Context: an optimization exercise on an open-source flow, tuned for small area. The choices shown serve that exercise and are no tape-out recipe. The RTL was checked by simulation tests, not by an equivalence proof against the original design. Power and IR drop assume default switching activity.

==> design/flow/design.v <==
module dmd_draw (
    input  wire        clk,
    input  wire        rst,
    input  wire        cmd_valid,
    output wire        cmd_ready,
    input  wire [31:0] cmd_data,
    output wire        busy,
    output wire        ill,
    input  wire [6:0]  rd_addr,
    output wire [7:0]  rd_data
);
    localparam [2:0] S_IDLE = 3'd0;
    localparam [2:0] S_PASS = 3'd1;    
    localparam [2:0] S_WPIX = 3'd2;    
    localparam [2:0] S_LINE = 3'd3;    
    localparam [2:0] S_CPLT = 3'd4;    
    localparam [2:0] S_CS1  = 3'd5;    
    localparam [2:0] S_CS2  = 3'd6;    
    localparam [2:0] S_CS3  = 3'd7;    
    reg  [1023:0] ring;             
    reg  [6:0]    c;                
    wire [7:0]    tin = ring[1023:1016];
    wire [7:0]    tnew;
    wire [6:0] ridx = c + ~rd_addr;
    assign rd_data = ring[{ridx, 3'b000} +: 8];
    always @(posedge clk) begin
        ring <= {ring[1015:0], tnew};
        c    <= rst ? 7'd0 : c + 7'd1;
    end
    reg  [2:0]  st;
    reg  [1:0]  ph;             
    reg         wp;             
    reg  [1:0]  kd;             
    reg         bad;            
    reg         nop;            
    reg         opf, opv;       
    reg         ill_q;
    reg  [15:0] X, Y;           
    reg  [15:0] P, Q;           
    reg  [17:0] F;              
    reg         sxn, syn, xmaj;
    reg  [2:0]  k;              
    assign busy = (st != S_IDLE);
    assign ill  = ill_q;
    wire [7:0]  op0  = cmd_data[31:24];
    wire [2:0]  md0  = cmd_data[18:16];
    wire        mok  = (md0 <= 3'd4);
    wire        multi = (op0 == 8'h01) | (op0[7:2] == 6'b000100);
    wire        lg_clr = ((cmd_data & 32'hFFFFFFFE) == 32'h02000000);
    wire        lg_tst = ((cmd_data & 32'hFFFFFFFC) == 32'h14000000);
    wire        lg_wp  = ((cmd_data & 32'hFFF8FFFE) == 32'h01000000) & mok;
    wire        lg_sh  = ((cmd_data & 32'h00F8FFFF) == 32'h0) & mok;
    wire        lg0    = (op0 == 8'h01) ? lg_wp : lg_sh;
    wire        v0     = (op0 == 8'h01) ? cmd_data[0] : 1'b1;
    wire        circ = st[2];
    wire [15:0] ca = k[2] ? Q : P;
    wire [15:0] cb = k[2] ? P : Q;
    wire [15:0] axo = circ ? ca : 16'd1;
    wire [15:0] ayo = circ ? cb : 16'd1;
    wire        axn = circ ? k[0] : sxn;
    wire        ayn = circ ? k[1] : syn;
    wire [16:0] AX = {X[15], X} + (axn ? ~{1'b0, axo} + 17'd1 : {1'b0, axo});
    wire [16:0] AY = {Y[15], Y} + (ayn ? ~{1'b0, ayo} + 17'd1 : {1'b0, ayo});
    wire [16:0] px = circ ? AX : {X[15], X};
    wire [16:0] py = circ ? AY : {Y[15], Y};
    wire        pon  = (px[16:6] == 11'd0) & (py[16:4] == 13'd0);
    wire        phit = ({py[3:0], px[5:3]} == c);
    wire        c_eq = (P == Q);
    wire        c_lt = (P < Q);
    wire        c_sk = (~c_lt & ~c_eq) | (k[2] & c_eq) |
                       (k[0] & (ca == 16'd0)) | (k[1] & (cb == 16'd0));
    wire        c_go = c_sk | ~pon | phit;
    wire [16:0] ux  = {cmd_data[15], cmd_data[15:0]}  - {X[15], X};
    wire [16:0] uy  = {cmd_data[31], cmd_data[31:16]} - {Y[15], Y};
    wire [15:0] dx  = ux[16] ? (~ux[15:0] + 16'd1) : ux[15:0];
    wire [15:0] dy  = uy[16] ? (~uy[15:0] + 16'd1) : uy[15:0];
    wire        xm  = (dx > dy);
    wire [15:0] lm  = xm ? dy : dx;
    wire [15:0] lM  = xm ? dx : dy;
    wire [15:0] lD  = lM - lm;
    wire        rev = ux[16] | ((ux == 17'd0) & uy[16]);
    wire [17:0] F0  = {2'b00, lm} - {2'b00, lD} - {17'd0, rev};
    wire        l_end = ({Y, X} == cmd_data);
    wire        l_s   = ~F[17];
    wire [3:0]  row = c[6:3];
    wire [2:0]  col = c[2:0];
    function [15:0] xthr;           
        input [15:0] t;
        input [2:0]  cl;
        integer j;
        begin
            for (j = 0; j < 8; j = j + 1) begin
                if (t[15]) begin
                    xthr[8 + j] = 1'b1; xthr[j] = 1'b0;
                end else if (t[14:6] != 9'd0) begin
                    xthr[8 + j] = 1'b0; xthr[j] = 1'b1;
                end else if (cl != t[5:3]) begin
                    xthr[8 + j] = (cl > t[5:3]); xthr[j] = (cl < t[5:3]);
                end else begin
                    xthr[8 + j] = (j >= t[2:0]); xthr[j] = (j <= t[2:0]);
                end
            end
        end
    endfunction
    function [1:0] ythr;            
        input [15:0] t;
        input [3:0]  r;
        begin
            if (t[15])                 ythr = 2'b10;
            else if (t[14:4] != 11'd0) ythr = 2'b01;
            else                       ythr = {r >= t[3:0], r <= t[3:0]};
        end
    endfunction
    wire [15:0] tx1 = xthr(X, col);
    wire [15:0] tx2 = xthr(cmd_data[15:0], col);
    wire [1:0]  ty1 = ythr(Y, row);
    wire [1:0]  ty2 = ythr(cmd_data[31:16], row);
    wire [7:0]  ge1 = tx1[15:8], le1 = tx1[7:0];
    wire [7:0]  ge2 = tx2[15:8], le2 = tx2[7:0];
    wire [7:0]  bR  = (ge1 & le2) | (ge2 & le1);
    wire [7:0]  bE1 = ge1 & le1;
    wire [7:0]  bE2 = ge2 & le2;
    wire [7:0]  bIx = (~le1 & ~ge2) | (~le2 & ~ge1);
    wire        bC  = (ty1[1] & ty2[0]) | (ty2[1] & ty1[0]);
    wire        bF1 = ty1[1] & ty1[0];
    wire        bF2 = ty2[1] & ty2[0];
    wire        bIy = (~ty1[0] & ~ty2[1]) | (~ty2[0] & ~ty1[1]);
    wire [7:0]  bodd = ({8{bF1 ^ bF2}} & bR) ^ ((bE1 ^ bE2) & {8{bC}}) ^ (bIx & {8{bIy & kd[0]}});
    wire [7:0]  bany = ({8{bF1 | bF2}} & bR) | ((bE1 | bE2) & {8{bC}}) | (bIx & {8{bIy & kd[0]}});
    wire [7:0]  bpix = opf ? bodd : bany;
    wire        fsel  = cmd_data[0] ^ (~cmd_data[1] & c[3]);
    wire [7:0]  fbyte = cmd_data[26] ? (fsel ? 8'hAA : 8'h55)
                                     : {8{~cmd_data[0]}};
    wire ill2    = bad | ((kd == 2'd1) & (cmd_data[31:16] != 16'd0));
    wire pass_go = (st == S_PASS) |
                   ((st == S_IDLE) & (c == 7'd0) & cmd_valid &
                    (((ph == 2'd0) & (lg_clr | lg_tst)) | ((ph == 2'd2) & kd[1] & ~ill2)));
    wire pass_fill = (ph == 2'd0);
    wire pw = ((st == S_WPIX) | (st == S_LINE) | ((st == S_CPLT) & ~c_sk)) & pon & phit;
    reg  [7:0] pmask;
    always @(*) begin
        pmask = 8'd0;
        pmask[~px[2:0]] = pw;
    end
    wire [7:0] wmask = pass_go ? (pass_fill ? 8'hFF : {bpix[0], bpix[1], bpix[2], bpix[3],
                                                       bpix[4], bpix[5], bpix[6], bpix[7]})
                               : pmask;
    wire [7:0] wval  = (pass_go & pass_fill) ? fbyte : {8{opv}};
    wire       wflip = ~(pass_go & pass_fill) & opf;
    assign tnew = (tin & ~wmask) | (wmask & (wflip ? ~tin : wval));
    reg rdy;
    always @(*) begin
        rdy = 1'b0;
        case (st)
            S_IDLE: case (ph)
                2'd0:    rdy = ~(lg_clr | lg_tst);
                2'd1:    rdy = 1'b1;
                default: rdy = ill2 | ((kd == 2'd1) & cmd_data[15]);
            endcase
            S_PASS: rdy = (c == 7'd127);
            S_LINE: rdy = l_end & (~pon | phit);
            S_CPLT: rdy = c_go & (k == 3'd7) & ~c_lt;
            default: rdy = 1'b0;
        endcase
    end
    assign cmd_ready = rdy;
    always @(posedge clk) begin
        if (rst) begin
            st    <= S_IDLE;
            ph    <= 2'd0;
            ill_q <= 1'b0;
        end else begin
            case (st)
                S_IDLE: if (cmd_valid) begin
                    case (ph)
                        2'd0: begin
                            if (multi) begin
                                ph  <= 2'd1;
                                wp  <= (op0 == 8'h01);
                                kd  <= op0[1:0];
                                bad <= ~lg0;
                                nop <= (md0 == 3'd3) & ~v0;
                                opf <= (md0 == 3'd2) | ((md0 == 3'd4) & ~v0);
                                opv <= v0 ^ ((md0 == 3'd1) | (md0 == 3'd4));
                            end else if (lg_clr | lg_tst) begin
                                if (c == 7'd0) st <= S_PASS;
                            end else
                                ill_q <= 1'b1;
                        end
                        2'd1: begin
                            X <= cmd_data[15:0];
                            Y <= cmd_data[31:16];
                            if (wp) begin
                                ph <= 2'd0;
                                if (bad)       ill_q <= 1'b1;
                                else if (!nop) st <= S_WPIX;
                            end else
                                ph <= 2'd2;
                        end
                        default: begin
                            if (ill2) begin
                                ill_q <= 1'b1;
                                ph    <= 2'd0;
                            end else case (kd)
                                2'd0: begin
                                    P    <= lm;
                                    Q    <= lD;
                                    F    <= F0;
                                    sxn  <= ux[16];
                                    syn  <= uy[16];
                                    xmaj <= xm;
                                    st   <= S_LINE;
                                end
                                2'd1: begin
                                    if (cmd_data[15])
                                        ph <= 2'd0;
                                    else begin
                                        P  <= 16'd0;
                                        Q  <= cmd_data[15:0];
                                        F  <= 18'd1 - {2'b00, cmd_data[15:0]};
                                        k  <= 3'd0;
                                        st <= S_CPLT;
                                    end
                                end
                                default: if (c == 7'd0) st <= S_PASS;
                            endcase
                        end
                    endcase
                end
                S_PASS: if (c == 7'd127) begin
                    st <= S_IDLE;
                    ph <= 2'd0;
                end
                S_WPIX: if (~pon | phit) st <= S_IDLE;
                S_LINE: if (~pon | phit) begin
                    if (l_end) begin
                        st <= S_IDLE;
                        ph <= 2'd0;
                    end else begin
                        if (xmaj | l_s) X <= AX[15:0];
                        if (~xmaj | l_s) Y <= AY[15:0];
                        F <= F + (l_s ? (~{1'b0, Q, 1'b0} + 18'd1) : {1'b0, P, 1'b0});
                    end
                end
                S_CPLT: if (c_go) begin
                    k <= k + 3'd1;
                    if (k == 3'd7) begin
                        if (c_lt) st <= S_CS1;
                        else begin
                            st <= S_IDLE;
                            ph <= 2'd0;
                        end
                    end
                end
                S_CS1: begin
                    P <= P + 16'd1;
                    if (~F[17]) Q <= Q - 16'd1;
                    st <= S_CS2;
                end
                S_CS2: begin
                    if (~F[17]) F <= F + ~{1'b0, Q, 1'b0} + 18'd1;
                    st <= S_CS3;
                end
                default: begin       
                    F  <= F + {1'b0, P, 1'b1};
                    st <= S_CPLT;
                end
            endcase
        end
    end
endmodule
==> design/flow/run.sh <==
#!/bin/bash
# synth_recipe.tcl (not shown) runs the flow's synth.tcl, then flattens the netlist and writes it again
# the make line also repeats each setting of config.mk as NAME=value (left out here)
make -C /OpenROAD-flow-scripts/flow DESIGN_CONFIG=/design/flow/config.mk WORK_HOME=/design/flow/orfs CLKGATE_MAP_FILE= SYNTH_SCRIPT=/design/flow/synth_recipe.tcl finish
==> design/flow/config.mk <==
export PLATFORM = sky130hd
export DESIGN_NAME = dmd_draw
export DESIGN_NICKNAME = dmd_draw
export VERILOG_FILES = /design/flow/design.v
export SDC_FILE = /design/flow/constraint.sdc
export NUM_CORES = 4
export LEC_CHECK = 0
export CAP_MARGIN = 20
export CORE_MARGIN = 2
export CORE_UTILIZATION = 40
export SLEW_MARGIN = 20
==> design/flow/constraint.sdc <==
create_clock -name core_clock -period 12.0 [get_ports {clk}]
set_input_delay 2.4000 -clock core_clock [delete_from_list [all_inputs] [get_ports {clk}]]
set_output_delay 2.4000 -clock core_clock [all_outputs]
set_load 0.01 [all_outputs]
==> flow_metrics.tcl <==
set metrics [dict create \
    period_needed_ns 11.41 \
    post-route-drc-count 0 \
    gp_congestion 0.946 \
    hold_violations 0 \
    setup_tns_ns 0 \
    synth_nets 4329 \
    drt_pass1_iterations 7 \
    rsz0062_at_grt "false" \
    antenna_found_initial 4 \
    cts_resized 0 \
    ant_nets 0 \
    cpMostUsedCell "ha_1" \
    post_cts_buffers 0 \
    drive_gt1_share_pct 16.0 \
    grt_max_degree 90 \
    ios 53 \
    yosysSeqAreaShare_pct 49.6 \
    utilization_pct 45.6 \
    vias_per_cell 5.62 \
    p_per_area_mw_per_mm2 181 \
    ctsHoldBuffers 0 \
    critPathMaxStageDelay_ns 0.66 \
    slowest_stage "clkdlybuf4s50_1" \
    worst_slew_pin_slew_ns 1.10 \
    htreeDepth 3 \
    cap_viol_max_count 0 \
    grt_util_all_layers_pct 20.1 \
    grt_pass1_wl_um 191000 \
    fin_skew_ns 0.0448 \
    core_mm2 0.118 \
    gr-total-overflow 0 \
    crit_family "simple AND/OR/NAND/NOR gates" \
    ys_types 106 \
    pre_cts_ws_ns 0.113 \
    cts_buffers 107 \
    insertion_delay_ns 0.69 \
    port_buffers 52 \
    start_util_pct 40.3 \
    synth-main-ff-cell "dfxtp_1" \
    grt_pass1_vias 31894 \
    fillCellCount 10690 \
    path_depth 34 \
    reg2reg_from "X[1]$_DFFE_PP_" \
    synth-seq-cells 1132 \
    cts_num_sinks 1132 \
    startpoint_type "input pin" \
    dp_hpwl_um 88500 \
    outcome "no timing/DRC/antenna violations" \
    dieArea_mm2 0.122 \
    ir_worst_vdd_mv 0.155 \
    syn_avg_cell_area_um2 11.7 \
    final_area_mm2 0.0539 \
    async_reset_ff_share_pct 0 \
    worstPathRequired_ns 12.41 \
    yosysWarningCount 1 \
    crit_buf_inv 3 \
    ff2ff_setup_slack_ns 2.33 \
    leakage_nw 20.6 \
    setup_viol 0 \
    num_vias 32336 \
    max_slew_margin_pct 27.0 \
    netlist_area_mm2 0.0476 \
    cts_tree "built" \
    final_common_cell "dfxtp_1" \
    fmax_ghz 0.0876 \
    arrival_ns 11.82 \
    wl_um 123000 \
    wl_per_cell_um 21.4 \
    instances_no_fill 5751 \
    rows 126 \
    timing.final.crit_share_pct 95.1 \
    layout_common_cells "dfxtp_1 (1,036), nand2_1 (323), mux4_2 (320)" \
    rr_worst_depth 33 \
    finalMaxSlewViolations 0 \
    synth_edf_count 95 \
    syn_to_final_growth_pct 13.1 \
    die_w_um 349 \
    fp.dieH_um 349 \
    synthCells 4087 \
    crit_type "input pin to register" \
    nets 4369 \
    endpoint "F[14]$_DFFE_PP_" \
    drt-initial-drc-count 2802 \
    clockBufferDepth 3 \
    worstSetupStartpoint "cmd_data[0]" \
    dp_cells 5553 \
    worstHoldPathType "register to register" \
    worst_setup_path_end_kind "register" \
    cp_max_fo 9 \
    cts.root.buffer_cell "clkbuf_16" \
    clkSlewWorstSetupHoldPaths_ns 0.06 \
    postPlaceCellArea_mm2 0.0501 \
    r2r_end "F[14]$_DFFE_PP_" \
    layout_setup_ws_ns 0.590 \
]
[worst min-delay path by stage]
stage / end / cells past startpoint / startpoint
2_1_floorplan: ring[1000]$_DFF_P_ / 0 / ring[992]$_DFF_P_
3_3_place_gp: ring[727]$_DFF_P_ / 0 / ring[719]$_DFF_P_
3_5_place_dp: ring[405]$_DFF_P_ / 0 / ring[397]$_DFF_P_
4_1_cts: ring[413]$_DFF_P_ / 0 / ring[405]$_DFF_P_
5_1_grt: ring[413]$_DFF_P_ / 0 / ring[405]$_DFF_P_
6_report: ring[469]$_DFF_P_ / 0 / ring[461]$_DFF_P_
[cell families after synthesis]
group,count (synthesis),synth area share (%)
compound gates,786,10.9
simple gates,1002,10.3
flops,1132,49.6
mux,384,16.5
fa+ha+maj,200,5.38
xor+xnor,233,4.45
buf+inv,350,2.84
[cell usage after synthesis, types with 33 or more instances]
cell	count	area (um2)
xor2_1	90	788
a21o_1	67	503
nor4_1	40	250
xnor2_1	137	1200
clkbuf_1	149	559
edfxtp_1	95	2850
buf_1	34	128
ha_1	192	2400
nand2_1	323	1210
dfxtp_1	1037	20800
nand3_1	82	410
mux4_2	320	7210
o21ai_0	195	976
nor3_1	78	390
a21oi_1	180	901
nand4_1	39	244
nor2_1	201	754
inv_1	147	552
mux2i_1	42	420
o211ai_1	33	248
nand2b_1	42	263
[cell type report]
type | count | area [um2] | share of cell area [%]
Inverter | 152 | 573 | 1.06
Antenna cell | 2 | 5.00 | 0.00929
Clock inverter | 49 | 676 | 1.25
Multi-Input combinational cell | 2605 | 22800 | 42.3
Timing Repair Buffer | 129 | 1200 | 2.22
Clock buffer | 146 | 3100 | 5.75
Tap cell | 1536 | 1920 | 3.57
Sequential cell | 1132 | 23600 | 43.8
[sequential cells by signal (all words and copies together), names as in the netlist]
signal,count
c,7
Y,16
P,16
ill_q,1
sxn,1
nop,1
bad,1
ph,2
k,3
xmaj,1
st,3
ring,1024
opf,1
opv,1
wp,1
Q,16
F,18
syn,1
kd,2
X,16
[routing by layer]
layer / GRT usage [%] / up-vias / part of all wire [%]
met1: 28.4 / 15975 / 46
met5: 0 / - / 0.0081
met4: 6.75 / 2 / 3.6
met3: 3.36 / 230 / 5.9
met2: 31.2 / 933 / 45
li1: - / 15196 / -
[power breakdown]
| group | internal [mW] | total (mW) | switching [mW] |
|---|---|---|---|
| Clock | 2.06 | 3.54 | 1.48 |
| Sequential | 3.87 | 3.88 | 0.00816 |
| Combinational | 0.936 | 2.35 | 1.41 |
| Total | 6.87 | 9.77 | 2.90 |
[metrics by stage]
stage | hold WS [ns] | power (mW)
after floorplan | 0.326 | 5.65
after global placement | 0.327 | 6.29
after detailed placement | 0.331 | 6.30
after CTS | 0.319 | 9.85
after global routing | 0.325 | 10.2
final | 0.311 | 9.77

[afterwards: timing with drivers on the ports]
How much do the figures lean on ideal ports? The routed layout below was timed once more, with nothing changed but the port constraints. Step 1 (the two cells are an assumption about what drives the block):
set clk [get_ports {clk}]
set_driving_cell -lib_cell sky130_fd_sc_hd__clkbuf_16 $clk
set_driving_cell -lib_cell sky130_fd_sc_hd__buf_2 [delete_from_list [all_inputs] $clk]
Step 2 times the ports against the registers' clock, not the clock port: input delays grow and output delays shrink by t, the midpoint of the rising clock arrivals with the driver on. a / b / c = ideal / step 1 / step 2; a / b = the first two.
t, ns: 0.737
slack for setup (ns): 0.590 / 0.635 / -0.102
clock arrival spread, ns: 0.050 / 0.050
worst slew at a driven data input, ns: 0.16
With both steps, setup timing fails in this run, where it was met with ideal ports. For this run, drivers alone change the setup slack by +0.045 ns; drivers and shift together by -0.692 ns.
